This is an optimization exercise on Yosys and OpenROAD, whose aim is a short achievable clock period and few clock cycles, not a production implementation. In this exercise RTL edits were held to simulation tests only and were not proved equivalent to the original. No activity file was given, so power comes from the tool's default toggle rates.

$ cat flow/flow/run.sh
#!/bin/bash
# Standard layout (the standard.sh, standard synthesis unchanged), with:
#  - the resizer's timing repair aimed below the SDC period: SETUP_SLACK_MARGIN
#    asks repair_timing for that much extra setup slack (the SDC is unchanged);
#    through CTS it works on every violating endpoint, after global routing
#    only on the worst ones, to bound the run time;
#  - port buffers made with a plain buffer cell rather than the one
#    buffer_ports picks by default (a delay buffer on sky130hd).
set -euo pipefail
cd "$(dirname "$0")/.."
PB="BUFFER_PORTS_ARGS=-buffer_cell sky130_fd_sc_hd__buf_4"
bash standard.sh SETUP_SLACK_MARGIN=7.9 TNS_END_PERCENT=100 "$PB" cts > layout_cts.log 2>&1
bash standard.sh SETUP_SLACK_MARGIN=7.9 TNS_END_PERCENT=5 "$PB" finish > layout.log 2>&1
$ cat flow/standard.sh
#!/bin/bash
# synth_recipe.tcl (not shown) runs the flow's synth.tcl, then flattens the netlist and writes it again
# the make line also repeats each setting of config.mk as NAME=value (left out here)
make -C /OpenROAD-flow-scripts/flow DESIGN_CONFIG=/design/flow/config.mk WORK_HOME=/design/flow/orfs CLKGATE_MAP_FILE= SYNTH_SCRIPT=/design/flow/synth_recipe.tcl "${@:-finish}"
$ cat flow/config.mk
export PLATFORM = sky130hd
export DESIGN_NAME = pq_dec
export DESIGN_NICKNAME = pq_dec
export VERILOG_FILES = /design/flow/design.v
export SDC_FILE = /design/flow/constraint.sdc
export NUM_CORES = 4
export LEC_CHECK = 0
export ABC_CLOCK_PERIOD_IN_PS = 3500
export CAP_MARGIN = 20
export CORE_MARGIN = 2
export CORE_UTILIZATION = 40
export PLACE_DENSITY = 0.6
export SLEW_MARGIN = 20
$ cat flow/constraint.sdc
create_clock -name core_clock -period 12.0 [get_ports {clk}]
set_input_delay 2.4000 -clock core_clock [delete_from_list [all_inputs] [get_ports {clk}]]
set_output_delay 2.4000 -clock core_clock [all_outputs]
set_load 0.01 [all_outputs]
$ cat flow/design.v
module pq_dec (
    input  wire        clk,
    input  wire        rst,
    input  wire        cmd_valid,
    output wire        cmd_ready,
    input  wire [63:0] cmd_word,
    input  wire [63:0] cmd_arg0,
    input  wire [31:0] cmd_inlen,
    input  wire [31:0] cmd_cap,
    input  wire        in_valid,
    output wire        in_ready,
    input  wire [7:0]  in_data,
    output wire        out_valid,
    input  wire        out_ready,
    output wire [63:0] out_data,
    output wire        done,
    output reg  [2:0]  done_status,
    output reg  [31:0] done_pos,
    output reg  [31:0] done_count
);
    localparam [7:0] OPC_VARINT = 8'h01;
    localparam [7:0] OPC_BITUNP = 8'h02;
    localparam [7:0] OPC_RLE    = 8'h03;
    localparam [7:0] OPC_HYBRID = 8'h04;
    localparam [2:0] ST_OK        = 3'd0;
    localparam [2:0] ST_TRUNCATED = 3'd1;
    localparam [2:0] ST_MALFORMED = 3'd2;
    localparam [2:0] ST_INVALID   = 3'd3;
    localparam [2:0] ST_BAD_ARG   = 3'd4;
    localparam [2:0] ST_CAPACITY  = 3'd5;
    localparam [3:0] PS_IDLE  = 4'd0;
    localparam [3:0] PS_SETUP = 4'd1;
    localparam [3:0] PS_BPM   = 4'd2;    
    localparam [3:0] PS_BPC   = 4'd3;    
    localparam [3:0] PS_PFX   = 4'd4;    
    localparam [3:0] PS_HDR   = 4'd5;    
    localparam [3:0] PS_RUN   = 4'd6;    
    localparam [3:0] PS_RUN2  = 4'd7;    
    localparam [3:0] PS_RBODY = 4'd8;    
    localparam [3:0] PS_BBODY = 4'd9;    
    localparam [3:0] PS_END   = 4'd10;   
    localparam [3:0] PS_FAULT = 4'd11;   
    localparam [3:0] PS_DONE  = 4'd12;
    localparam [3:0] PS_BPA   = 4'd13;   
    localparam integer BBW = 128;        
    reg [3:0]  ps;
    reg [15:0] st;                       
    reg        cmd_rdy;
    reg        done_r;
    assign cmd_ready = cmd_rdy;
    assign done      = done_r;
    wire cmd_fire = cmd_valid & cmd_rdy;
    reg  rst_r;
    always @(posedge clk)
        rst_r <= rst;
    wire rst_a = rst | rst_r;
    reg [63:0] cw;
    reg [63:0] ca;
    reg [31:0] cl;
    reg [31:0] cc;
    always @(posedge clk) begin
        if (cmd_rdy) begin
            cw <= cmd_word;
            ca <= cmd_arg0;
            cl <= cmd_inlen;
            cc <= cmd_cap;
        end
    end
    wire [7:0] opc  = cw[7:0];
    wire [7:0] bw8  = cw[15:8];
    wire       lenx = cw[16];
    wire [6:0] bw   = bw8[6:0];
    reg        o_var, o_bp, o_rle, o_hyb;
    reg  [2:0] nb;                           
    wire [5:0] in_bw_round = cmd_word[13:8] + 6'd7;
    always @(posedge clk) begin
        if (cmd_rdy) begin
            o_var <= (cmd_word[7:0] == OPC_VARINT);
            o_bp  <= (cmd_word[7:0] == OPC_BITUNP);
            o_rle <= (cmd_word[7:0] == OPC_RLE);
            o_hyb <= (cmd_word[7:0] == OPC_HYBRID);
            nb    <= in_bw_round[5:3];
        end
    end
    localparam integer FD = 32;          
    reg [8*FD-1:0] fm;
    reg [6:0] fcnt;
    reg       in_rdy;
    assign in_ready = in_rdy;
    wire      fire = in_valid & in_rdy;
    wire      f_ne = (fcnt != 7'd0);
    wire      f_2  = (fcnt[6:1] != 6'd0);
    wire [7:0] f_hd = fm[7:0];
    wire [7:0] f_h1 = fm[15:8];
    reg        pop;                       
    reg        pop2;                      
    integer fi;
    always @(posedge clk) begin
        if (rst_r || cmd_fire) begin
            fcnt <= 7'd0;
        end else begin
            fcnt <= pop2 ? (fire ? fcnt - 7'd1 : fcnt - 7'd2)
                  : pop  ? (fire ? fcnt : fcnt - 7'd1)
                         : (fire ? fcnt + 7'd1 : fcnt);
            for (fi = 0; fi < FD; fi = fi + 1) begin
                if (pop2)
                    fm[8*fi +: 8] <= (fire && fcnt == fi + 2) ? in_data
                                   : (fi + 2 < FD) ? fm[8*((fi+2)%FD) +: 8] : fm[8*fi +: 8];
                else if (pop)
                    fm[8*fi +: 8] <= (fire && fcnt == fi + 1) ? in_data
                                   : (fi + 1 < FD) ? fm[8*((fi+1)%FD) +: 8] : fm[8*fi +: 8];
                else
                    fm[8*fi +: 8] <= (fire && fcnt == fi) ? in_data : fm[8*fi +: 8];
            end
        end
    end
    reg [31:0] tb_left;      
    reg [31:0] tv_left;      
    reg        tk_var;
    reg        tk_pfx;       
    reg [23:0] psh;          
    reg        bload;        
    reg [31:0] bload_val;
    wire tb_nz  = |tb_left;
    wire tb_gt1 = |tb_left[31:1];
    wire tv_nz  = |tv_left;
    wire tv_gt1 = |tv_left[31:1];
    wire pfx_last = tk_pfx & fire & ~tb_gt1;
    wire in_term  = fire & ~in_data[7];
    reg  bud_ok;
    always @(*) begin
        if (bload)
            bud_ok = (bw != 7'd0) & ~gc_z;
        else if (pfx_last)
            bud_ok = ~in_data[7] & ((|in_data) | (|psh));
        else
            bud_ok = fire ? tb_gt1 : tb_nz;
    end
    wire var_ok  = ~tk_var | (in_term ? tv_gt1 : tv_nz);
    wire [6:0] fcnt_in = fcnt + {6'd0, fire};
    wire fifo_ok = (fcnt_in != FD);
    wire ps_take = ~(st[PS_IDLE] | st[PS_END] | st[PS_FAULT] | st[PS_DONE]);
    wire [7:0] icmd_opc = cmd_word[7:0];
    wire [5:0] inb_round = cmd_word[13:8] + 6'd7;
    always @(posedge clk) begin
        if (rst_a) begin
            in_rdy <= 1'b0;
            tk_var <= 1'b0;
            tk_pfx <= 1'b0;
        end else if (cmd_rdy) begin
            tk_var  <= 1'b0;
            tk_pfx  <= 1'b0;
            tv_left <= cmd_arg0[31:0];
            in_rdy  <= 1'b0;
            tb_left <= 32'd0;
            case (icmd_opc)
            OPC_HYBRID: begin
                if (!cmd_word[16]) begin
                    tb_left <= 32'd4;
                    tk_pfx  <= 1'b1;
                    in_rdy  <= cmd_valid;
                end else begin
                    tb_left <= cmd_arg0[31:0];
                    in_rdy  <= cmd_valid & (|cmd_arg0[31:0]);
                end
            end
            OPC_VARINT: begin
                tb_left <= cmd_inlen;
                tk_var  <= 1'b1;
                in_rdy  <= cmd_valid & (|cmd_inlen) & (|cmd_arg0[31:0]);
            end
            OPC_RLE: begin
                tb_left <= {29'd0, inb_round[5:3]};
                in_rdy  <= cmd_valid & (|cmd_word[13:8]);
            end
            default: ;
            endcase
        end else begin
            if (fire)
                psh <= {in_data, psh[23:8]};
            if (bload)
                tb_left <= bload_val;
            else if (pfx_last)
                tb_left <= in_data[7] ? 32'd0 : {in_data, psh};
            else if (fire)
                tb_left <= tb_left - 32'd1;
            if (pfx_last)
                tk_pfx <= 1'b0;
            if (in_term)
                tv_left <= tv_left - 32'd1;
            in_rdy <= bud_ok & var_ok & fifo_ok & ps_take;
        end
    end
    reg        qv0, qv1, qb0, qb1, ql0, ql1;
    reg        qh0, qh1;                 
    reg [31:0] qc0, qc1;
    reg [63:0] qd0, qd1;
    reg        qwp, qrp;
    wire        h_v    = qrp ? qv1 : qv0;
    wire        h_bp   = qrp ? qb1 : qb0;
    wire        h_last = qrp ? ql1 : ql0;
    wire        h_hold = qrp ? qh1 : qh0;
    wire [31:0] h_cnt  = qrp ? qc1 : qc0;
    wire [63:0] h_val  = qrp ? qd1 : qd0;
    reg [BBW-1:0] bb;
    reg [7:0]     bcnt;
    reg [63:0]    bmask;
    reg        ov, sv;
    reg [63:0] od, sd;
    assign out_valid = ov;
    assign out_data  = od;
    reg  [8:0] bdef;                      
    wire have   = ~bdef[8];
    reg        df_v;
    reg [2:0]  df_code;
    reg [31:0] df_pos;
    reg        inv_pend, inv_slot;
    wire emit   = h_v & ~h_hold & ~df_v & ~sv & (~h_bp | have);
    wire fin    = emit & h_last;
    wire can_push = qwp ? ~qv1 : ~qv0;
    wire bspace  = (bcnt <= BBW - 8);
    wire bspace2 = (bcnt <= BBW - 16);
    reg        push;
    reg        push_bp;
    reg [31:0] push_cnt;
    reg [63:0] push_val;
    reg        app;                       
    wire [BBW-1:0] app_w = {{(BBW-16){1'b0}}, pop2 ? f_h1 : 8'd0, f_hd};
    reg        push_last;
    reg        push_hold;
    wire       push_ok = push & ~df_v;
    wire [63:0] e_data = h_bp ? (bb[63:0] & bmask) : h_val;
    always @(posedge clk) begin
        if (rst_r) begin
            qv0 <= 1'b0;
            qv1 <= 1'b0;
            qwp <= 1'b0;
            qrp <= 1'b0;
            qh0 <= 1'b0;
            qh1 <= 1'b0;
        end else begin
            qh0 <= push_ok & ~qwp & push_hold;
            qh1 <= push_ok &  qwp & push_hold;
            if (df_v && inv_pend) begin
                qwp <= inv_slot;
                if (inv_slot) qv1 <= 1'b0;
                else          qv0 <= 1'b0;
            end
            if (push_ok) begin
                qwp <= ~qwp;
                if (qwp) begin
                    qv1 <= 1'b1; qb1 <= push_bp; qc1 <= push_cnt; ql1 <= push_last; qd1 <= push_val;
                end else begin
                    qv0 <= 1'b1; qb0 <= push_bp; qc0 <= push_cnt; ql0 <= push_last; qd0 <= push_val;
                end
            end
            if (emit) begin
                if (fin)
                    qrp <= ~qrp;
                if (qrp) begin
                    qc1 <= qc1 - 32'd1; ql1 <= (qc1 == 32'd2);
                    if (fin) qv1 <= 1'b0;
                end else begin
                    qc0 <= qc0 - 32'd1; ql0 <= (qc0 == 32'd2);
                    if (fin) qv0 <= 1'b0;
                end
            end
        end
    end
    wire          consume = emit & h_bp;
    localparam integer NL = 4;
    localparam integer LW = BBW / NL;
    reg  [6:0]     bws0, bws1, bws2, bws3;
    always @(posedge clk) begin
        if (cmd_rdy)
            bws0 <= cmd_word[14:8];
        if (cmd_fire)
            bws1 <= cmd_word[14:8];
        if (st[PS_SETUP]) begin
            bws2 <= cw[14:8];
            bws3 <= bws0;
        end
    end
    reg  [7:0]     bcnt1, bcnt2, bcnt3;
    reg  [8:0]     bdef1, bdef2, bdef3;
    wire [7:0]     bc_sh  = consume ? bdef[7:0] : bcnt;
    wire [8:0]     bd_sh  = consume ? (bdef - {2'b00, bw}) : bdef;
    wire [7:0]     bc_sh1 = consume ? bdef1[7:0] : bcnt1;
    wire [8:0]     bd_sh1 = consume ? (bdef1 - {2'b00, bw}) : bdef1;
    wire [7:0]     bc_sh2 = consume ? bdef2[7:0] : bcnt2;
    wire [8:0]     bd_sh2 = consume ? (bdef2 - {2'b00, bw}) : bdef2;
    wire [7:0]     bc_sh3 = consume ? bdef3[7:0] : bcnt3;
    wire [8:0]     bd_sh3 = consume ? (bdef3 - {2'b00, bw}) : bdef3;
    wire [7:0]     b_add  = app ? (pop2 ? 8'd16 : 8'd8) : 8'd0;
    function [LW-1:0] bb_lane(input integer q, input [BBW-1:0] b, input [6:0] sh,
                              input [7:0] pc, input [7:0] pd, input cons, input ap,
                              input [BBW-1:0] aw);
        reg [BBW-1:0] sb, ab;
        begin
            sb = cons ? (b >> sh) : b;
            ab = ap ? (aw << (cons ? pd : pc)) : {BBW{1'b0}};
            bb_lane = ((sb | ab) >> (q * LW));
        end
    endfunction
    always @(posedge clk) begin
        if (rst_r) begin
            bb    <= {BBW{1'b0}};
            bcnt  <= 8'd0;
            bdef  <= 9'd0;
            bcnt1 <= 8'd0;
            bdef1 <= 9'd0;
            bcnt2 <= 8'd0;
            bdef2 <= 9'd0;
            bcnt3 <= 8'd0;
            bdef3 <= 9'd0;
        end else if (st[PS_SETUP]) begin
            bb    <= {BBW{1'b0}};
            bcnt  <= 8'd0;
            bdef  <= 9'd0 - {2'b00, bw};
            bcnt1 <= 8'd0;
            bdef1 <= 9'd0 - {2'b00, bw};
            bcnt2 <= 8'd0;
            bdef2 <= 9'd0 - {2'b00, bw};
            bcnt3 <= 8'd0;
            bdef3 <= 9'd0 - {2'b00, bw};
        end else begin
            bb[0*LW +: LW] <= bb_lane(0, bb, bws0, bcnt,  bdef[7:0],  consume, app, app_w);
            bb[1*LW +: LW] <= bb_lane(1, bb, bws1, bcnt1, bdef1[7:0], consume, app, app_w);
            bb[2*LW +: LW] <= bb_lane(2, bb, bws2, bcnt2, bdef2[7:0], consume, app, app_w);
            bb[3*LW +: LW] <= bb_lane(3, bb, bws3, bcnt3, bdef3[7:0], consume, app, app_w);
            bcnt  <= bc_sh  + b_add;
            bdef  <= bd_sh  + {1'b0, b_add};
            bcnt1 <= bc_sh1 + b_add;
            bdef1 <= bd_sh1 + {1'b0, b_add};
            bcnt2 <= bc_sh2 + b_add;
            bdef2 <= bd_sh2 + {1'b0, b_add};
            bcnt3 <= bc_sh3 + b_add;
            bdef3 <= bd_sh3 + {1'b0, b_add};
        end
    end
    wire o_take = ov & out_ready;
    always @(posedge clk) begin
        if (rst_a) begin
            ov <= 1'b0;
            sv <= 1'b0;
        end else if (!ov || o_take) begin
            if (sv) begin
                od <= sd;
                ov <= 1'b1;
                sv <= 1'b0;
            end else if (emit) begin
                od <= e_data;
                ov <= 1'b1;
            end else begin
                ov <= 1'b0;
            end
        end else if (emit) begin
            sd <= e_data;
            sv <= 1'b1;
        end
    end
    wire drained = ~qv0 & ~qv1 & ~sv & (~ov | out_ready);
    reg [31:0] p;            
    reg [31:0] prem;         
    reg [31:0] clm4;         
    reg [63:0] acc;
    reg [3:0]  k;
    reg [9:0]  kp;           
    reg [63:0] hdr;
    reg [31:0] vleft;        
    reg [31:0] room;         
    reg        upd_pend;     
    reg [31:0] upd_val;
    reg [31:0] ntot;         
    reg [31:0] rcnt;         
    reg [2:0]  nbl;          
    reg [31:0] gcnt;         
    reg [31:0] bleft;        
    reg [2:0]  fcode;
    reg [31:0] fpos;
    integer mi;
    reg  prem_nz, prem_is1;           
    reg  vl_is1, bl_is1;              
    reg  rc_z, rc_1, gc_z;            
    reg  [31:0] prem_nx;
    reg         prem_ld;
    wire        prem_is2 = (prem == 32'd2);
    wire        prem_is3 = (prem == 32'd3);
    wire [31:0] p_inc = p + 32'd1;
    reg        arg_fault;
    reg [2:0]  arg_code;
    always @(*) begin
        arg_fault = 1'b1;
        arg_code  = ST_OK;
        if (opc < OPC_VARINT || opc > OPC_HYBRID)
            arg_code = ST_INVALID;
        else if (cw[63:17] != 47'd0)
            arg_code = ST_BAD_ARG;
        else if (lenx && opc != OPC_HYBRID)
            arg_code = ST_BAD_ARG;
        else if (o_bp && bw8 > 8'd64)
            arg_code = ST_BAD_ARG;
        else if ((o_rle || o_hyb) && bw8 > 8'd32)
            arg_code = ST_BAD_ARG;
        else if (o_var && bw8 != 8'd0)
            arg_code = ST_BAD_ARG;
        else if (o_rle && ca[0])
            arg_code = ST_BAD_ARG;
        else
            arg_fault = 1'b0;
    end
    reg        su_fail;
    reg [2:0]  su_code;
    always @(*) begin
        su_fail = 1'b1;
        su_code = arg_code;
        if (!arg_fault) begin
            su_code = ST_CAPACITY;
            case (opc)
            OPC_VARINT: su_fail = (ca > {32'd0, cc});
            OPC_BITUNP: su_fail = (|ca[63:30]) || ({ca[29:1], 3'b000} > cc);
            OPC_RLE: begin
                if ((|ca[63:33]) || (ca[32:1] > cc))
                    su_fail = 1'b1;
                else begin
                    su_code = ST_TRUNCATED;
                    su_fail = ({29'd0, nb} > cl);
                end
            end
            default: begin
                su_code = ST_TRUNCATED;
                su_fail = lenx ? (ca > {32'd0, cl}) : (cl < 32'd4);
            end
            endcase
        end
    end
    wire [3:0]  k_next  = k + 4'd1;
    wire        var_bad = kp[9] && (f_hd >= 8'h02);
    wire [63:0] var_add = {f_hd[0] & kp[9],
                           f_hd[6:0] & {7{kp[8]}}, f_hd[6:0] & {7{kp[7]}},
                           f_hd[6:0] & {7{kp[6]}}, f_hd[6:0] & {7{kp[5]}},
                           f_hd[6:0] & {7{kp[4]}}, f_hd[6:0] & {7{kp[3]}},
                           f_hd[6:0] & {7{kp[2]}}, f_hd[6:0] & {7{kp[1]}},
                           f_hd[6:0] & {7{kp[0]}}};
    wire [63:0] var_v   = acc | var_add;
    wire [31:0] body_v  = acc[31:0] | {f_hd & {8{kp[3]}}, f_hd & {8{kp[2]}},
                                       f_hd & {8{kp[1]}}, f_hd & {8{kp[0]}}};
    wire        h_rle   = ~hdr[0];
    wire [62:0] h_half  = hdr[63:1];
    wire        need_r  = (|h_half[62:32]) || (h_half[31:0] > room);
    wire [31:0] h_g8    = {h_half[28:0], 3'b000};
    wire        need_b  = (|h_half[62:29]) || (h_g8 > room);
    reg  [28:0] ngr;                     
    wire [28:0] m_ng = ngr;
    wire [35:0] pp0 = bw[0] ? {7'd0, m_ng}       : 36'd0;
    wire [35:0] pp1 = bw[1] ? {6'd0, m_ng, 1'd0} : 36'd0;
    wire [35:0] pp2 = bw[2] ? {5'd0, m_ng, 2'd0} : 36'd0;
    wire [35:0] pp3 = bw[3] ? {4'd0, m_ng, 3'd0} : 36'd0;
    wire [35:0] pp4 = bw[4] ? {3'd0, m_ng, 4'd0} : 36'd0;
    wire [35:0] pp5 = bw[5] ? {2'd0, m_ng, 5'd0} : 36'd0;
    wire [35:0] pp6 = bw[6] ? {1'd0, m_ng, 6'd0} : 36'd0;
    wire [35:0] s1 = pp0 ^ pp1 ^ pp2;
    wire [35:0] c1 = {((pp0 & pp1) | (pp0 & pp2) | (pp1 & pp2)), 1'b0};
    wire [35:0] s2 = pp3 ^ pp4 ^ pp5;
    wire [35:0] c2 = {((pp3 & pp4) | (pp3 & pp5) | (pp4 & pp5)), 1'b0};
    wire [35:0] s3 = s1 ^ c1 ^ s2;
    wire [35:0] c3 = {((s1 & c1) | (s1 & s2) | (c1 & s2)), 1'b0};
    wire [35:0] s4 = s3 ^ c3 ^ c2;
    wire [35:0] c4 = {((s3 & c3) | (s3 & c2) | (c3 & c2)), 1'b0};
    wire [35:0] s5 = s4 ^ c4 ^ pp6;
    wire [35:0] c5 = {((s4 & c4) | (s4 & pp6) | (c4 & pp6)), 1'b0};
    reg  [35:0] ms, mc, prod_r;
    wire [35:0] prod = ms + mc;
    wire [31:0] m_lim = prem;            
    wire [38:0] gx_a  = {3'b000, ms};
    wire [38:0] gx_b  = {3'b000, mc};
    wire [38:0] gx_c  = {7'b0111111, ~m_lim};
    wire [38:0] gx_s  = gx_a ^ gx_b ^ gx_c;
    wire [38:0] gx_k  = {((gx_a[37:0] & gx_b[37:0]) | (gx_a[37:0] & gx_c[37:0]) | (gx_b[37:0] & gx_c[37:0])), 1'b0};
    wire [38:0] gx_t  = gx_s + gx_k;
    wire        prod_gt = gx_t[38];
    wire [31:0] pfx_L   = {f_hd, acc[23:0]};
    reg  rchk;
    wire r_trunc = ({29'd0, nb} > prem);
    wire rfail   = need_r | r_trunc;
    reg  [28:0] gl;
    reg  [6:0]  gbl;
    reg         gl_is1, gb_is1, gb_is2;
    reg         bp_chk, nb_r, bp_pushed, bp_slot;
    reg  [31:0] bpos;
    wire [31:0] prem_lv = st[PS_SETUP] ? ((o_hyb && lenx) ? ca[31:0] : cl) : pfx_L;
    always @(*) begin
        prem_ld = st[PS_SETUP] | (st[PS_PFX] & f_ne & kp[3]);
        prem_nx = prem_ld ? prem_lv : (pop2 ? prem - 32'd2 : pop ? prem - 32'd1 : prem);
    end
    always @(*) begin
        pop       = 1'b0;
        app       = 1'b0;
        pop2      = 1'b0;
        push      = 1'b0;
        push_bp   = 1'b0;
        push_cnt  = rcnt;
        push_last = rc_1;
        push_hold = 1'b0;
        push_val  = {32'd0, body_v};
        bload     = 1'b0;
        bload_val = prod_r[31:0];
        case (1'b1)
        st[PS_BPC]: begin
            bload     = 1'b1;            
            push      = ~gc_z & can_push;
            push_bp   = 1'b1;
            push_cnt  = gcnt;
            push_last = 1'b0;
            push_hold = 1'b1;
        end
        st[PS_PFX]: pop = f_ne;
        st[PS_HDR]: begin
            if (prem_nz && f_ne && (!o_var || can_push)) begin
                pop = 1'b1;
                if (o_var && !var_bad && !f_hd[7]) begin
                    push     = 1'b1;
                    push_cnt = 32'd1;
                    push_last = 1'b1;
                    push_val = var_v;
                end
            end
        end
        st[PS_RUN2]: begin
            push      = ~gc_z & can_push;
            push_bp   = 1'b1;
            push_cnt  = gcnt;
            push_last = 1'b0;
            push_hold = 1'b1;
        end
        st[PS_RBODY]: begin
            if (nbl != 3'd0) begin
                if (f_ne && (nbl != 3'd1 || can_push || rc_z)) begin
                    pop  = 1'b1;
                    push = (nbl == 3'd1) && !rc_z;
                end
            end else begin
                push     = !rc_z & can_push;
                push_val = 64'd0;
            end
        end
        st[PS_BBODY]: begin
            pop2 = f_2 & bspace2 & ~gb_is1;
            pop  = (f_ne & bspace) | pop2;
            app  = pop;
        end
        default: ;
        endcase
    end
    task goto(input [3:0] nx);
        begin
            ps <= nx;
            st <= 16'd1 << nx;
        end
    endtask
    task go_fault(input [2:0] code, input [31:0] pos);
        begin
            fcode <= code;
            fpos  <= pos;
            goto(PS_FAULT);
        end
    endtask
    task run_end(input last);
        begin
            if (!o_hyb || last)
                goto(PS_END);
            else
                goto(PS_HDR);
        end
    endtask
    always @(posedge clk) begin
        if (rst_r) begin
            goto(PS_IDLE);
            st          <= 16'd1 << PS_IDLE;
            cmd_rdy     <= 1'b1;
            done_r      <= 1'b0;
            done_status <= ST_OK;
            done_pos    <= 32'd0;
            done_count  <= 32'd0;
            df_v        <= 1'b0;
            upd_pend    <= 1'b0;
            bp_chk      <= 1'b0;
            rchk        <= 1'b0;
        end else begin
            done_r <= 1'b0;
            df_v   <= 1'b0;
            upd_pend <= 1'b0;
            if (upd_pend) begin
                room <= room - upd_val;
                ntot <= ntot + upd_val;
            end
            if (bp_chk) begin
                bp_chk   <= 1'b0;
                df_v     <= nb_r | prod_gt;
                df_code  <= nb_r ? ST_CAPACITY : ST_TRUNCATED;
                df_pos   <= bpos;
                inv_pend <= bp_pushed;
                inv_slot <= bp_slot;
            end
            if (pop2)
                p <= p + 32'd2;
            else if (pop)
                p <= p_inc;
            prem     <= prem_nx;
            if (prem_ld) begin
                prem_nz  <= |prem_lv;
                prem_is1 <= (prem_lv == 32'd1);
            end else if (pop2) begin
                prem_nz  <= ~prem_is2;
                prem_is1 <= prem_is3;
            end else if (pop) begin
                prem_nz  <= ~prem_is1;
                prem_is1 <= prem_is2;
            end
            case (1'b1)
            st[PS_IDLE]: begin
                if (cmd_fire) begin
                    cmd_rdy <= 1'b0;
                    goto(PS_SETUP);
                end
            end
            st[PS_SETUP]: begin
                p     <= 32'd0;
                rchk  <= 1'b0;
                clm4  <= cl - 32'd4;
                acc   <= 64'd0;
                k     <= 4'd0;
                kp     <= 10'd1;
                room  <= cc;
                ntot  <= 32'd0;
                for (mi = 0; mi < 64; mi = mi + 1)
                    bmask[mi] <= (bw > mi);
                df_v     <= su_fail;
                df_code  <= su_code;
                df_pos   <= 32'd0;
                inv_pend <= 1'b0;
                ngr      <= ca[29:1];
                case (opc)
                OPC_VARINT: begin
                    vleft  <= ca[31:0];
                    vl_is1 <= (ca[31:0] == 32'd1);
                    ntot   <= ca[31:0];
                    if (ca == 64'd0)
                        goto(PS_END);
                    else
                        goto(PS_HDR);
                end
                OPC_BITUNP: begin
                    gcnt <= {ca[29:1], 3'b000};
                    gc_z <= (ca[29:1] == 29'd0);
                    ntot <= {ca[29:1], 3'b000};
                    goto(PS_BPM);
                end
                OPC_RLE: begin
                    rcnt <= ca[32:1];
                    rc_z <= (ca[32:1] == 32'd0);
                    rc_1 <= (ca[32:1] == 32'd1);
                    ntot <= ca[32:1];
                    nbl  <= nb;
                    goto(PS_RBODY);
                end
                OPC_HYBRID: begin
                    if (!lenx)
                        goto(PS_PFX);
                    else if (ca == 64'd0)
                        goto(PS_END);
                    else
                        goto(PS_HDR);
                end
                default: goto(PS_END);
                endcase
            end
            st[PS_BPM]: begin
                ms     <= s5;
                mc     <= c5;
                gl     <= ca[29:1];
                gl_is1 <= (ca[29:1] == 29'd1);
                gbl    <= bw;
                gb_is1 <= (bw == 7'd1);
                    gb_is2 <= (bw == 7'd2);
                goto(PS_BPA);
            end
            st[PS_BPA]: begin
                prod_r <= prod;
                goto(PS_BPC);
            end
            st[PS_BPC]: begin
                if (gc_z || can_push) begin
                    df_v     <= prod_gt;
                    df_code  <= ST_TRUNCATED;
                    df_pos   <= 32'd0;
                    inv_pend <= push;
                    inv_slot <= qwp;
                    if (gc_z || bw == 7'd0)
                        goto(PS_END);
                    else
                        goto(PS_BBODY);
                end
            end
            st[PS_PFX]: begin
                if (f_ne) begin
                    acc[31:0] <= body_v;
                    k  <= k_next;
                    kp <= {kp[8:0], 1'b0};
                    if (kp[3]) begin
                        acc <= 64'd0;
                        k   <= 4'd0;
                        kp   <= 10'd1;
                        if (f_hd[7])
                            go_fault(ST_MALFORMED, 32'd4);
                        else if (pfx_L > clm4)
                            go_fault(ST_TRUNCATED, 32'd4);
                        else begin
                            if (pfx_L == 32'd0)
                                goto(PS_END);
                            else
                                goto(PS_HDR);
                        end
                    end
                end
            end
            st[PS_HDR]: begin
                if (!prem_nz) begin
                    go_fault(ST_TRUNCATED, p);
                end else if (pop) begin
                    k <= k_next;
                    kp <= {kp[8:0], 1'b0};
                    if (var_bad) begin
                        go_fault(ST_MALFORMED, p_inc);
                    end else if (f_hd[7]) begin
                        acc <= var_v;
                    end else begin
                        acc <= 64'd0;
                        k   <= 4'd0;
                        kp   <= 10'd1;
                        if (o_var) begin
                            vleft  <= vleft - 32'd1;
                            vl_is1 <= (vleft == 32'd2);
                            if (vl_is1)
                                goto(PS_END);
                        end else begin
                            hdr  <= var_v;
                            rcnt <= var_v[32:1];
                            rc_z <= (var_v[32:1] == 32'd0);
                            rc_1 <= (var_v[32:1] == 32'd1);
                            gcnt <= {var_v[29:1], 3'b000};
                            ngr  <= var_v[29:1];
                            gc_z <= (var_v[29:1] == 29'd0);
                            nbl  <= nb;
                            if (var_v[0]) begin
                                goto(PS_RUN2);
                            end else begin
                                rchk <= 1'b1;
                                goto(PS_RBODY);
                            end
                        end
                    end
                end
            end
            st[PS_RUN2]: begin
                if (gc_z || can_push) begin
                    upd_pend  <= 1'b1;
                    upd_val   <= h_g8;
                    ms        <= s5;
                    mc        <= c5;
                    nb_r      <= need_b;
                    bpos      <= p;
                    bp_chk    <= 1'b1;
                    bp_pushed <= push;
                    bp_slot   <= qwp;
                    gl        <= h_half[28:0];
                    gl_is1    <= (h_half[28:0] == 29'd1);
                    gbl       <= bw;
                    gb_is1    <= (bw == 7'd1);
                    gb_is2    <= (bw == 7'd2);
                    if (gc_z || bw == 7'd0)
                        run_end(!prem_nz);
                    else
                        goto(PS_BBODY);
                end
            end
            st[PS_RBODY]: begin
                if (rchk) begin
                    rchk     <= 1'b0;
                    upd_pend <= 1'b1;
                    upd_val  <= h_half[31:0];
                    df_v     <= rfail;
                    df_code  <= need_r ? ST_CAPACITY : ST_TRUNCATED;
                    df_pos   <= p;
                    inv_pend <= push;
                    inv_slot <= qwp;
                end
                if (nbl != 3'd0) begin
                    if (pop) begin
                        acc[31:0] <= body_v;
                        k   <= k_next;
                        kp   <= {kp[8:0], 1'b0};
                        nbl <= nbl - 3'd1;
                        if (nbl == 3'd1) begin
                            acc <= 64'd0;
                            k   <= 4'd0;
                            kp   <= 10'd1;
                            run_end(prem_is1);
                        end
                    end
                end else if (rc_z || can_push) begin
                    run_end(!prem_nz);
                end
            end
            st[PS_BBODY]: begin
                if (pop2 ? gb_is2 : (pop & gb_is1)) begin
                    gbl    <= bw;
                    gb_is1 <= (bw == 7'd1);
                    gb_is2 <= (bw == 7'd2);
                    gl     <= gl - 29'd1;
                    gl_is1 <= (gl == 29'd2);
                    if (gl_is1)
                        run_end(pop2 ? prem_is2 : prem_is1);
                end else if (pop2) begin
                    gbl    <= gbl - 7'd2;
                    gb_is1 <= (gbl == 7'd3);
                    gb_is2 <= (gbl == 7'd4);
                end else if (pop) begin
                    gbl    <= gbl - 7'd1;
                    gb_is1 <= gb_is2;
                    gb_is2 <= (gbl == 7'd3);
                end
            end
            st[PS_END]: begin
                if (drained && !df_v && !upd_pend) begin
                    done_r      <= 1'b1;
                    done_status <= ST_OK;
                    done_pos    <= p;
                    done_count  <= ntot;
                    goto(PS_DONE);
                end
            end
            st[PS_FAULT]: begin
                if (drained && !df_v) begin
                    done_r      <= 1'b1;
                    done_status <= fcode;
                    done_pos    <= fpos;
                    done_count  <= 32'd0;
                    goto(PS_DONE);
                end
            end
            st[PS_DONE]: begin
                cmd_rdy <= 1'b1;
                goto(PS_IDLE);
            end
            default: begin
                cmd_rdy <= 1'b1;
                goto(PS_IDLE);
            end
            endcase
            if (df_v) begin
                fcode <= df_code;
                fpos  <= df_pos;
                goto(PS_FAULT);
            end
        end
        if (rst) begin
            cmd_rdy <= 1'b0;
            done_r  <= 1'b0;
        end
    end
endmodule
==> metrics.md <==
| Metric | Value |
|---|---|
| Total track usage | `28.8%` |
| Fin Setup TNS | `0 ns` |
| Half-perimeter wire length after detailed placement | `342000 um` |
| Synth top cells by count | `1649 x edfxtp_1, 1065 x nand2_1, 1038 x nor2_1` |
| Slew Viols, Final | `0` |
| Max Clk Rate | `0.238 GHz` |
| Share of power burned in the clock network | `41.7%` |
| Post-synth top flop | `edfxtp_1` |
| Initial antenna violation count | `21` |
| First-pass GRT wire length | `702000 um` |
| Routed len/inst | `28.1 um` |
| Setup-failing EPs final | `0` |
| PwrDens | `118 nW/um2` |
| Chip width | `~570 um` |
| Pleak | `roughly 52 nW` |
| Largest regs | `fm x256, bb x128` |
| Crit path max-delay family | `multiplexers` |
| Combinational share of power | `12.8%` |
| Crit-path cells | `buf_6 > mux4_2 > mux4_2 > mux4_2 > a221oi_1 > o32a_1 > o22ai_1` |
| Post-route ant nets | `0` |
| Clk_skew | `0.127 ns` |
| Crit path largest cell delay | `between 0.7 and 0.8 ns` |
| Tcrit/Tclk final | `approximately a third` |
| Nets | `13.6k` |
| Sequential fraction of the synthesis area | `42.9%` |
| Sequential power share | `45.6%` |
| CP Max Fanout | `76` |
| Async SR Flop Fraction | `0%` |
| Clock latency (worst-skew pair) | `0.97 ns` |
| Clk slew on worst S/H paths | `~0.060 ns` |
| Reg2Reg Setup Slack | `7.81 ns` |
| Peak VDD IR | `0.000141 V` |
| First-pass detailed-route iteration total | `7` |
| Slew HR | `5.06%` |
| Hold Crit Class | `reg2reg` |
| Routed WL | `485000 um` |
| I/O pins | `340` |
| Vias | `107k` |
| FP Rows | `~210` |
| Total CTS buffers | `225` |
| DR vias/cell | `6.19` |
| Most flops, register | `fm` |
| Slowest cell on crit path | `edfxtp_1` |
| CP startpoint kind | `flop` |
| Post-Syn Area per Cell | `around 10 um2` |
| DIE AREA | `328000 um2` |
| Min-delay src | `done_count[26]` |
| Die Span Y | `572 um` |
| Reg2reg path depth | `7` |
| H-tree depth | `4` |
| Slew @ Worst Pin | `around 1.4 ns` |
| Port bufs | `339` |
| Final worst slack | `around 7.8 ns` |
| DRC errors left | `0` |
| Internal | `0.0125 W` |
| Pin count of the biggest net entering global routing | `139` |
| Most frequent CP cell | `mux4_2` |
| CTS tree | `yes` |
| GP Congestion | `0.993` |
| Layout area overhead | `12.2%` |
| Worst endpoint required time | `12.76 ns` |
| Root Driver | `clkbuf_16` |
| Final hold viol count | `0` |
| P_sw | `roughly 0.0046 W` |
| Synth Warn # | `1` |
| Fill cell count | `30.1k` |
| Sw Ratio | `27.0%` |
| Cell taking the most area after synthesis | `edfxtp_1` |
| Vias in the first global route | `100k` |
| Max FFs per register | `roughly 260` |
| Crit Path Class | `reg2reg` |
| Min Tclk post-route | `between 4 and 5 ns` |
| Synth Register Bits | `1947` |
| Detailed Route Iter0 Violations | `14.0k` |
| Top-area cell type share of the netlist area | `between 30% and 40%` |
| Hold path depth | `2` |
| Core Footprint | `321000 um2` |
| Max-cap violations | `0` |
| CP arrival | `4.95 ns` |
| Clk buf depth | `4` |
| Worst Path Buf+Inv | `1` |
| Total grt overflow | `0` |
| Initial Utilization | `40.2%` |
| Ranking of synthesized cells by area | `edfxtp_1 38%, mux2i_1 7.1%, mux4_2 4.7%` |
| Reg area | `55500 um2` |
| Ratio of cells with drive above 1 in the final layout | `13.8%` |
| Syn nets | `13.6k` |
| Pre-CTS setup slack | `6.02 ns` |
| Multi-input gate area | `69000 um2` |
| Critical path capture point type | `flop` |
| Count leader, synth | `edfxtp_1` |
| Status | `no timing/DRC/antenna violations` |
| Post-synth EDFFs | `1649` |
| Worst Hold End | `done_count[26]` |
| Cell count after synthesis | `12.8k` |
| Post-synthesis cell type count | `99` |
| Mapped cell area | `129000 um2` |
| CTS Sinks | `1947` |
| RR Startpoint | `bws1[1]` |
| RSZ-0062 raised after global routing | `true` |
| Worst R2R End | `bb[34]` |
==> tightest hold or removal path, delay by kind of cell (launching register included) <==
kind | cells | cell delay, ns
flops | 1 | 0.31
simple gates | 1 | 0.05
compound gates | 1 | 0.05
==> layer usage <==
layer,GRT usage [%],up-vias,part of all wire [%]
met1,39.6,52400,41
met2,42.9,5709,43
met3,6.18,1015,10
met5,0,-,0.013
li1,-,47600,-
met4,14.2,10,5.8
==> layout by cell type (no fill, tap or decap), types with 110 or more instances in the layout <==
cell type	Yosys	final
o22a_1	211	211
a21o_1	162	162
ha_1	450	447
o22ai_1	144	144
nand3_1	263	260
buf_4	2	589
o21ai_0	988	970
edfxtp_1	1649	1649
nor4_1	156	152
mux2i_1	911	902
nor3_1	227	217
fa_1	179	179
dfxtp_1	298	282
xor2_1	128	128
nand2_1	1065	1052
nor2_1	1038	996
inv_1	591	578
a211oi_1	113	110
mux2_2	301	301
clkbuf_16	0	232
a21oi_1	912	896
and2_1	258	254
mux4_2	267	267
xnor2_1	221	219
==> metrics by stage <==
stage | hold WS, ns | power, W | cells | instance area, um2 | utilization, %
2_1_floorplan | 0.406 | 0.00932 | 12800 | 130000 | -
3_3_place_gp | 0.442 | 0.0100 | 16800 | 136000 | 42.4
3_5_place_dp | 0.449 | 0.0101 | 16800 | 136000 | 42.4
4_1_cts | 0.454 | 0.0172 | 17200 | 145000 | 45.0
5_1_grt | 0.473 | 0.0177 | 17200 | 145000 | 45.1
6_report | 0.454 | 0.0172 | 17200 | 145000 | 45.1
==> worst max path at each step <==
stage          slack [ns]  startpoint       to  cells past startpoint
3_5_place_dp         6.02   cmd_valid  fm[150]                      6
3_3_place_gp         6.06   cmd_valid  fm[166]                      6
5_1_grt              7.68     fcnt[3]  qc1[17]                     12
6_report             7.81     bws1[1]   bb[34]                      7
4_1_cts              7.91     fcnt[2]  fm[204]                     13
2_1_floorplan        4.56       rst_r  fm[100]                      4
==> timing repair <==
| action | CTS | global route |
|---|---|---|
| hold buffers | 0 | 0 |
| gates cloned | 11 | 1 |
| pin swaps | 5 | 8 |
| endpoints found under the setup margin | 1014 | 865 |
| buffers inserted | 20 | 11 |
| resized for setup | 108 | 18 |
==> power groups by stage <==
| stage | clock network [W] | logic (W) | registers, W |
|---|---|---|---|
| after floorplan | 0 | 0.00142 | 0.00790 |
| after global placement | 0 | 0.00209 | 0.00796 |
| after detailed placement | 0 | 0.00210 | 0.00796 |
| after CTS | 0.00722 | 0.00215 | 0.00781 |
| after global routing | 0.00744 | 0.00239 | 0.00783 |
| final | 0.00714 | 0.00219 | 0.00782 |
==> kinds of logic (layout without fill, tap and decap cells) <==
logic type | count (synthesis) | count (layout) | synth area share [%]
simple gates | 3582 | 3584 | 13.0
compound gates | 3285 | 3286 | 15.8
flops | 1947 | 1947 | 42.9
buf+inv | 1527 | 1658 | 4.49
mux | 1480 | 1483 | 14.3
fa+ha+maj | 629 | 629 | 7.13
xor+xnor | 349 | 349 | 2.36
other cells | 0 | 7 | 0
==> cell type report <==
type	instances	area share [%]
inverter	606	1.62
tap	4305	3.71
clock buffer	287	4.21
antenna	7	0.0121
clock inverter	129	0.969
timing repair buffer	633	3.64
sequential	1947	38.3
multi-input combinational	9331	47.5
timing repair inverter	3	0.0181
Testbench counts, summed over its fixed seeds: cycles 515,724.

port drivers added, routing unchanged:
The flow's constraints put no driver on any port. The routed layout listed below was extracted and timed again, unchanged, in two steps.
Step 1 assumes that a clkbuf_16 drives the clock port and a buf_2 every other input.
Step 2 times the ports against the registers' clock, not the clock port: input delays grow and output delays shrink by t, the midpoint of the rising clock arrivals with the driver on.
Three values: ideal, step 1, step 2; two values: the first two.
t, ns: 1.020
setup WS [ns]: 7.806 / 7.806 / 6.871
worst hold slack (ns): 0.454 / 0.454 / 0.454
slew at the worst register clock pin (ns): 0.07 / 0.07
worst slew at a driven data input, ns: 0.10
After both steps this run still meets setup and hold. The setup slack of this run moves by 0.000 ns with the drivers and by -0.935 ns with both steps.
